This design comes from an exercise in tuning for small area on the open sky130 flow, not from production work. Function was checked by simulation only, so behaviour that the tests miss may differ from the original. No activity file was given, so power comes from the tool's default toggle rates.

run A:
// imu_frame_sync
module imu_frame_sync (
    input  wire         clk,
    input  wire         rst,
    input  wire         in_valid,
    input  wire [7:0]   in_data,
    output wire         in_ready,
    output wire         out_valid,
    input  wire         out_ready,
    output wire [287:0] out_frame,
    output wire [15:0]  status_raw,
    output wire [23:0]  gyro_x_raw,
    output wire [23:0]  gyro_y_raw,
    output wire [23:0]  gyro_z_raw,
    output wire [23:0]  acc_x_raw,
    output wire [23:0]  acc_y_raw,
    output wire [23:0]  acc_z_raw,
    output wire [23:0]  acc_hg_x_raw,
    output wire [15:0]  temp_raw,
    output wire [7:0]   sw_version,
    output wire [7:0]   frame_counter,
    output wire [15:0]  checksum_raw,
    output wire         high_g_sensor_in_all_axes,
    output wire         acc_x_ok,
    output wire         acc_y_ok,
    output wire         acc_z_ok,
    output wire         gyro_x_ok,
    output wire         gyro_y_ok,
    output wire         gyro_z_ok,
    output wire         sync_signal_exists,
    output wire         normal_mode,
    output wire         bit_mode,
    output wire         fault_mode,
    output wire         gyro_ranges_ok,
    output wire [23:0]  gyro_x_s,
    output wire [23:0]  gyro_y_s,
    output wire [23:0]  gyro_z_s,
    output wire [23:0]  acc_x_s,
  ...
export LEC_CHECK = 0
export CAP_MARGIN = 20
export CORE_AREA = 5 5 135 135
export DIE_AREA = 0 0 140 140
export SLEW_MARGIN = 20
export BUFFER_PORTS_ARGS = -buffer_cell sky130_fd_sc_hd__buf_1
export PLACE_PINS_ARGS = -min_distance 1 -min_distance_in_tracks
export CTS_ARGS = -sink_clustering_enable -repair_clock_nets -dont_use_dummy_load -buf_list {sky130_fd_sc_hd__clkbuf_8} -sink_clustering_size 15 -sink_clustering_max_diameter 60
create_clock -name core_clock -period 5.0 [get_ports {clk}]
standard.sh (not shown) runs the stock make flow with config.mk's settings and CLKGATE_MAP_FILE= SYNTH_SCRIPT=/design/flow/synth_recipe.tcl, a recipe that flattens the netlist after the stock synthesis.
==> flow/flow/run.sh <==
#!/bin/bash
# Standard layout, with these changes: ports are buffered with the smallest
# buffer (buf_1) instead of clkdlybuf4s50_1; pins may sit one track apart so
# the die can be small and the placement compact; CTS uses clkbuf_8 with
# larger sink clusters and no dummy loads. Each ORFS step keeps its own log
# under orfs/logs; make's full output goes to make.log.
set -euo pipefail
cat >> config.mk <<'EOF'
export BUFFER_PORTS_ARGS = -buffer_cell sky130_fd_sc_hd__buf_1
export PLACE_PINS_ARGS = -min_distance 1 -min_distance_in_tracks
export CTS_ARGS = -sink_clustering_enable -repair_clock_nets -dont_use_dummy_load -buf_list {sky130_fd_sc_hd__clkbuf_8} -sink_clustering_size 15 -sink_clustering_max_diameter 60
EOF
bash standard.sh > make.log 2>&1
Input changes introduced in run B (baseline for comparison: run A):
- CORE_AREA now 5 5 155 155, was 5 5 135 135
- CTS_ARGS now -sink_clustering_enable -repair_clock_nets -dont_use_dummy_load -buf_list {sky130_fd_sc_hd__clkbuf_8} -sink_clustering_size 20 -sink_clustering_max_diameter 60, was -sink_clustering_enable -repair_clock_nets -dont_use_dummy_load -buf_list {sky130_fd_sc_hd__clkbuf_8} -sink_clustering_size 15 -sink_clustering_max_diameter 60
- DIE_AREA now 0 0 160 160, was 0 0 140 140
diff --git a/flow/flow/run.sh b/flow/flow/run.sh
--- a/flow/flow/run.sh
+++ b/flow/flow/run.sh
@@ -10,3 +10,3 @@
 export PLACE_PINS_ARGS = -min_distance 1 -min_distance_in_tracks
-export CTS_ARGS = -sink_clustering_enable -repair_clock_nets -dont_use_dummy_load -buf_list {sky130_fd_sc_hd__clkbuf_8} -sink_clustering_size 15 -sink_clustering_max_diameter 60
+export CTS_ARGS = -sink_clustering_enable -repair_clock_nets -dont_use_dummy_load -buf_list {sky130_fd_sc_hd__clkbuf_8} -sink_clustering_size 20 -sink_clustering_max_diameter 60
 EOF
Results
Run B: full flow OK, the timing, design-rule and antenna checks passed
Run B vs. run A: post-detailed-routing wire length went down, filler cell count in the final layout increased by 746 relative to the old numbers, routed via count saw a decrease, wire length of the first global-routing pass now sits lower.
Compared with run A, run B shows a placeable core region that is about 32% higher.
From run B to run A, flip-flop and latch count did not move at all.
On half-perimeter wire length of the detailed placement result, run B does better than run A.
Lower total chip power goes to run B over run A.
Compared run B vs run A, and clock network power share is down in run B.
Input changes introduced in run C (baseline for comparison: run B):
- ABC_AREA: unset -> 1
- CTS_ARGS: -sink_clustering_enable -repair_clock_nets -dont_use_dummy_load -buf_list {sky130_fd_sc_hd__clkbuf_8} -sink_clustering_size 20 -sink_clustering_max_diameter 60 -> -sink_clustering_enable -repair_clock_nets -dont_use_dummy_load -buf_list {sky130_fd_sc_hd__clkbuf_8} -sink_clustering_size 15 -sink_clustering_max_diameter 60
- RECOVER_POWER: unset -> 100
diff --git a/flow/flow/run.sh b/flow/flow/run.sh
--- a/flow/flow/run.sh
+++ b/flow/flow/run.sh
@@ -10,3 +10,4 @@
 export PLACE_PINS_ARGS = -min_distance 1 -min_distance_in_tracks
-export CTS_ARGS = -sink_clustering_enable -repair_clock_nets -dont_use_dummy_load -buf_list {sky130_fd_sc_hd__clkbuf_8} -sink_clustering_size 20 -sink_clustering_max_diameter 60
+export CTS_ARGS = -sink_clustering_enable -repair_clock_nets -dont_use_dummy_load -buf_list {sky130_fd_sc_hd__clkbuf_8} -sink_clustering_size 15 -sink_clustering_max_diameter 60
+export RECOVER_POWER = 100
 EOF
==> comparison <==
Run C: complete, dirty (max-capacitance violations, max-slew violations). The kind of critical path comes out flip-flop to primary output in one run and input pin to flip-flop in the other, namely in run B and run C respectively. Final wirelength: run C > run B. [compare] base=run B new=run C: max-slew violation count went up, first-pass GRT wire length higher, cell count +6.6%, met1 routed wirelength after detailed routing up 240 µm. When run C is set beside run B, its count of max-cap constraint violations turns out to be 1 larger. Higher clock-buffer cell count goes to run C over run B.
What run D does differently from run C at the input level:
- an added SKIP_REPAIR_TIE_FANOUT of 1
- a deleted ABC_AREA that had been 1
- a change of CTS_ARGS from -sink_clustering_enable -repair_clock_nets -dont_use_dummy_load -buf_list {sky130_fd_sc_hd__clkbuf_8} -sink_clustering_size 15 -sink_clustering_max_diameter 60 to -sink_clustering_enable -repair_clock_nets -dont_use_dummy_load -buf_list {sky130_fd_sc_hd__clkbuf_8} -sink_clustering_size 20 -sink_clustering_max_diameter 60
- a deleted RECOVER_POWER that had been 100
diff --git a/flow/flow/run.sh b/flow/flow/run.sh
--- a/flow/flow/run.sh
+++ b/flow/flow/run.sh
@@ -10,4 +10,4 @@
 export PLACE_PINS_ARGS = -min_distance 1 -min_distance_in_tracks
-export CTS_ARGS = -sink_clustering_enable -repair_clock_nets -dont_use_dummy_load -buf_list {sky130_fd_sc_hd__clkbuf_8} -sink_clustering_size 15 -sink_clustering_max_diameter 60
-export RECOVER_POWER = 100
+export CTS_ARGS = -sink_clustering_enable -repair_clock_nets -dont_use_dummy_load -buf_list {sky130_fd_sc_hd__clkbuf_8} -sink_clustering_size 20 -sink_clustering_max_diameter 60
+export SKIP_REPAIR_TIE_FANOUT = 1
 EOF
Notes after the runs:
- Run D | status: complete | timing, DRC, antenna: pass
- Of the two candidates, run C has the worse worst hold slack and run D the better one.
- Min growth of design area from synthesis to finish across run C and run D: run D
- Relative to run C, the via density per instance measured on run D has decreased slightly.
- Higher first-pass GRT wire length was reported by run C, not run D.
- Summary: design area, run D better than run C
- Run C ended up with sky130_fd_sc_hd__nor2_1 as its highest-delay cell along the critical path; run D ended up with sky130_fd_sc_hd__edfxtp_1.
- | fraction of the mapped netlist area in adder cells | run D vs run C | ≈ equal |
- Diff run D..run C | height of the chip | unchanged
Input changes introduced in run E (baseline for comparison: run D):
- setting RECOVER_POWER to 100 for the first time
- removing SKIP_REPAIR_TIE_FANOUT (formerly 1)
- changing CTS_ARGS from -sink_clustering_enable -repair_clock_nets -dont_use_dummy_load -buf_list {sky130_fd_sc_hd__clkbuf_8} -sink_clustering_size 20 -sink_clustering_max_diameter 60 to -sink_clustering_enable -repair_clock_nets -dont_use_dummy_load -buf_list {sky130_fd_sc_hd__clkbuf_8} -sink_clustering_size 15 -sink_clustering_max_diameter 60
diff --git a/flow/flow/run.sh b/flow/flow/run.sh
--- a/flow/flow/run.sh
+++ b/flow/flow/run.sh
@@ -10,4 +10,4 @@
 export PLACE_PINS_ARGS = -min_distance 1 -min_distance_in_tracks
-export CTS_ARGS = -sink_clustering_enable -repair_clock_nets -dont_use_dummy_load -buf_list {sky130_fd_sc_hd__clkbuf_8} -sink_clustering_size 20 -sink_clustering_max_diameter 60
-export SKIP_REPAIR_TIE_FANOUT = 1
+export CTS_ARGS = -sink_clustering_enable -repair_clock_nets -dont_use_dummy_load -buf_list {sky130_fd_sc_hd__clkbuf_8} -sink_clustering_size 15 -sink_clustering_max_diameter 60
+export RECOVER_POWER = 100
 EOF
[summary]
- Run E finished all stages; however, its layout fails the closing checks, the failures being max-capacitance violations, max-slew violations.
- Relative to run D, number of buffer and inverter stages on the critical path has increased by 1 in run E.
- Run E vs. run D: clock-buffer cell count grew by 5; post-layout minimum cycle time grew by 250 ps; non-clock buffer count held steady; multi-input combinational cell area grew by 30 µm².
What run F does differently from run E at the input level:
- a deleted RECOVER_POWER that had been 100
diff --git a/flow/flow/run.sh b/flow/flow/run.sh
--- a/flow/flow/run.sh
+++ b/flow/flow/run.sh
@@ -11,3 +11,2 @@
 export CTS_ARGS = -sink_clustering_enable -repair_clock_nets -dont_use_dummy_load -buf_list {sky130_fd_sc_hd__clkbuf_8} -sink_clustering_size 15 -sink_clustering_max_diameter 60
-export RECOVER_POWER = 100
 EOF
## What came out
Run F finished all stages; the layout is clean. [compare] base=run E new=run F: worst hold slack across all endpoints has remained practically unchanged, mux contribution to synthesized area now sits at about the same level, worst-case setup margin in the final layout +280 ps, design area went up, leakage power of the design grew by 0.67%. Diff run E -> run F: data arrival time of the worst path now smaller; power after layout flat.

---

imu_frame_sync again, from the RTL that the note above started with.
export LEC_CHECK = 0
export CAP_MARGIN = 20
export CORE_AREA = 5 5 155 155
export DIE_AREA = 0 0 160 160
export SLEW_MARGIN = 20
export BUFFER_PORTS_ARGS = -buffer_cell sky130_fd_sc_hd__buf_1
export PLACE_PINS_ARGS = -min_distance 1 -min_distance_in_tracks
export CTS_ARGS = -sink_clustering_enable -repair_clock_nets -dont_use_dummy_load -buf_list {sky130_fd_sc_hd__clkbuf_8} -sink_clustering_size 20 -sink_clustering_max_diameter 60
export SKIP_REPAIR_TIE_FANOUT = 1
export PRE_RESIZE_TCL = /design/flow/flow/recover.tcl
create_clock -name core_clock -period 5.0 [get_ports {clk}]
==> flow/flow/run.sh <==
#!/bin/bash
# Standard layout, with these changes: ports are buffered with the smallest
# buffer (buf_1) instead of clkdlybuf4s50_1; pins may sit one track apart so
# the die can be small and the placement compact; CTS uses clkbuf_8 with
# larger sink clusters and no dummy loads; constant outputs share one tie
# cell per value; gates with spare slack are downsized before placement's
# repair_design. Each ORFS step keeps its own log under orfs/logs; make's
# full output goes to make.log.
set -euo pipefail
cat >> config.mk <<'EOF'
export BUFFER_PORTS_ARGS = -buffer_cell sky130_fd_sc_hd__buf_1
export PLACE_PINS_ARGS = -min_distance 1 -min_distance_in_tracks
export CTS_ARGS = -sink_clustering_enable -repair_clock_nets -dont_use_dummy_load -buf_list {sky130_fd_sc_hd__clkbuf_8} -sink_clustering_size 20 -sink_clustering_max_diameter 60
export SKIP_REPAIR_TIE_FANOUT = 1
EOF
echo "export PRE_RESIZE_TCL = $PWD/flow/recover.tcl" >> config.mk
bash standard.sh > make.log 2>&1
==> flow/flow/recover.tcl <==
# Before placement's repair_design: downsize gates that have timing slack
# to spare (OpenROAD's power recovery). repair_design, which runs next,
# then fixes any slew or capacitance limit this breaks.
estimate_parasitics -placement
set_dont_use $::env(DONT_USE_CELLS)
repair_timing -recover_power 100 -verbose
Next try:
--- a/flow/flow/run.sh
+++ b/flow/flow/run.sh
@@ -4,6 +4,4 @@
 # the die can be small and the placement compact; CTS uses clkbuf_8 with
-# larger sink clusters and no dummy loads; constant outputs share one tie
-# cell per value; gates with spare slack are downsized before placement's
-# repair_design. Each ORFS step keeps its own log under orfs/logs; make's
-# full output goes to make.log.
+# larger sink clusters and no dummy loads. Each ORFS step keeps its own log
+# under orfs/logs; make's full output goes to make.log.
 set -euo pipefail
@@ -15,3 +13,2 @@
 EOF
-echo "export PRE_RESIZE_TCL = $PWD/flow/recover.tcl" >> config.mk
 bash standard.sh > make.log 2>&1
Settings changed: CORE_AREA 5 5 155 155 to 5 5 135 135, DIE_AREA 0 0 160 160 to 0 0 140 140, PRE_RESIZE_TCL /design/flow/flow/recover.tcl to not set.
removed: flow/flow/recover.tcl
Outcome: The new run produced a clean layout. Routed wire length rose slightly. Sequential share of layout area grows by 0.64 points. Worst hold slack improved by 0.010 ns. Synthesized area stays the same. Final cell count is lower by a few percent. Clock skew is higher by 0.038 ns. Worst setup slack loses 0.12 ns.

-- static timing again, ports no longer ideal --
No port has a modelled driver above. Below, the same layouts with a new extraction and two added sets of constraints.
Step 1: set_driving_cell puts a clkbuf_16 on clk and a buf_2 on each other input, an assumption about the parent block.
Step 2 times the ports against the registers' clock, not the clock port: input delays grow and output delays shrink by t, the midpoint of the rising clock arrivals with the driver on.
a / b / c = ideal / step 1 / step 2; a / b = the first two.
run | t, ns | setup slack, ns | hold WS [ns] | clock arrival spread, ns | worst register clock-pin slew, ns
run A | 0.564 | 1.890 / 1.850 / 1.962 | 0.452 / 0.452 / 0.452 | 0.042 / 0.041 | 0.10 / 0.10
run B | 0.552 | 1.862 / 1.820 / 1.896 | 0.444 / 0.444 / 0.444 | 0.035 / 0.035 | 0.11 / 0.11
run C | 0.556 | 1.447 / 1.466 / 0.910 | 0.450 / 0.450 / 0.450 | 0.041 / 0.042 | 0.10 / 0.10
run D | 0.549 | 1.824 / 1.783 / 1.977 | 0.453 / 0.453 / 0.453 | 0.032 / 0.033 | 0.12 / 0.12
run E | 0.561 | 1.574 / 1.574 / 1.043 | 0.455 / 0.455 / 0.455 | 0.045 / 0.046 | 0.10 / 0.10
run F | 0.559 | 1.854 / 1.812 / 1.890 | 0.454 / 0.454 / 0.454 | 0.045 / 0.045 | 0.10 / 0.10
the first run of note 2 | 0.548 | 1.820 / 1.778 / 1.614 | 0.421 / 0.421 / 0.421 | 0.061 / 0.061 | 0.12 / 0.12
the second run of note 2 | 0.523 | 1.704 / 1.666 / 1.988 | 0.431 / 0.431 / 0.431 | 0.099 / 0.098 | 0.11 / 0.11
The setup slack of run C, which loses most, moves by +0.019 ns with the drivers and by -0.537 ns with both steps.
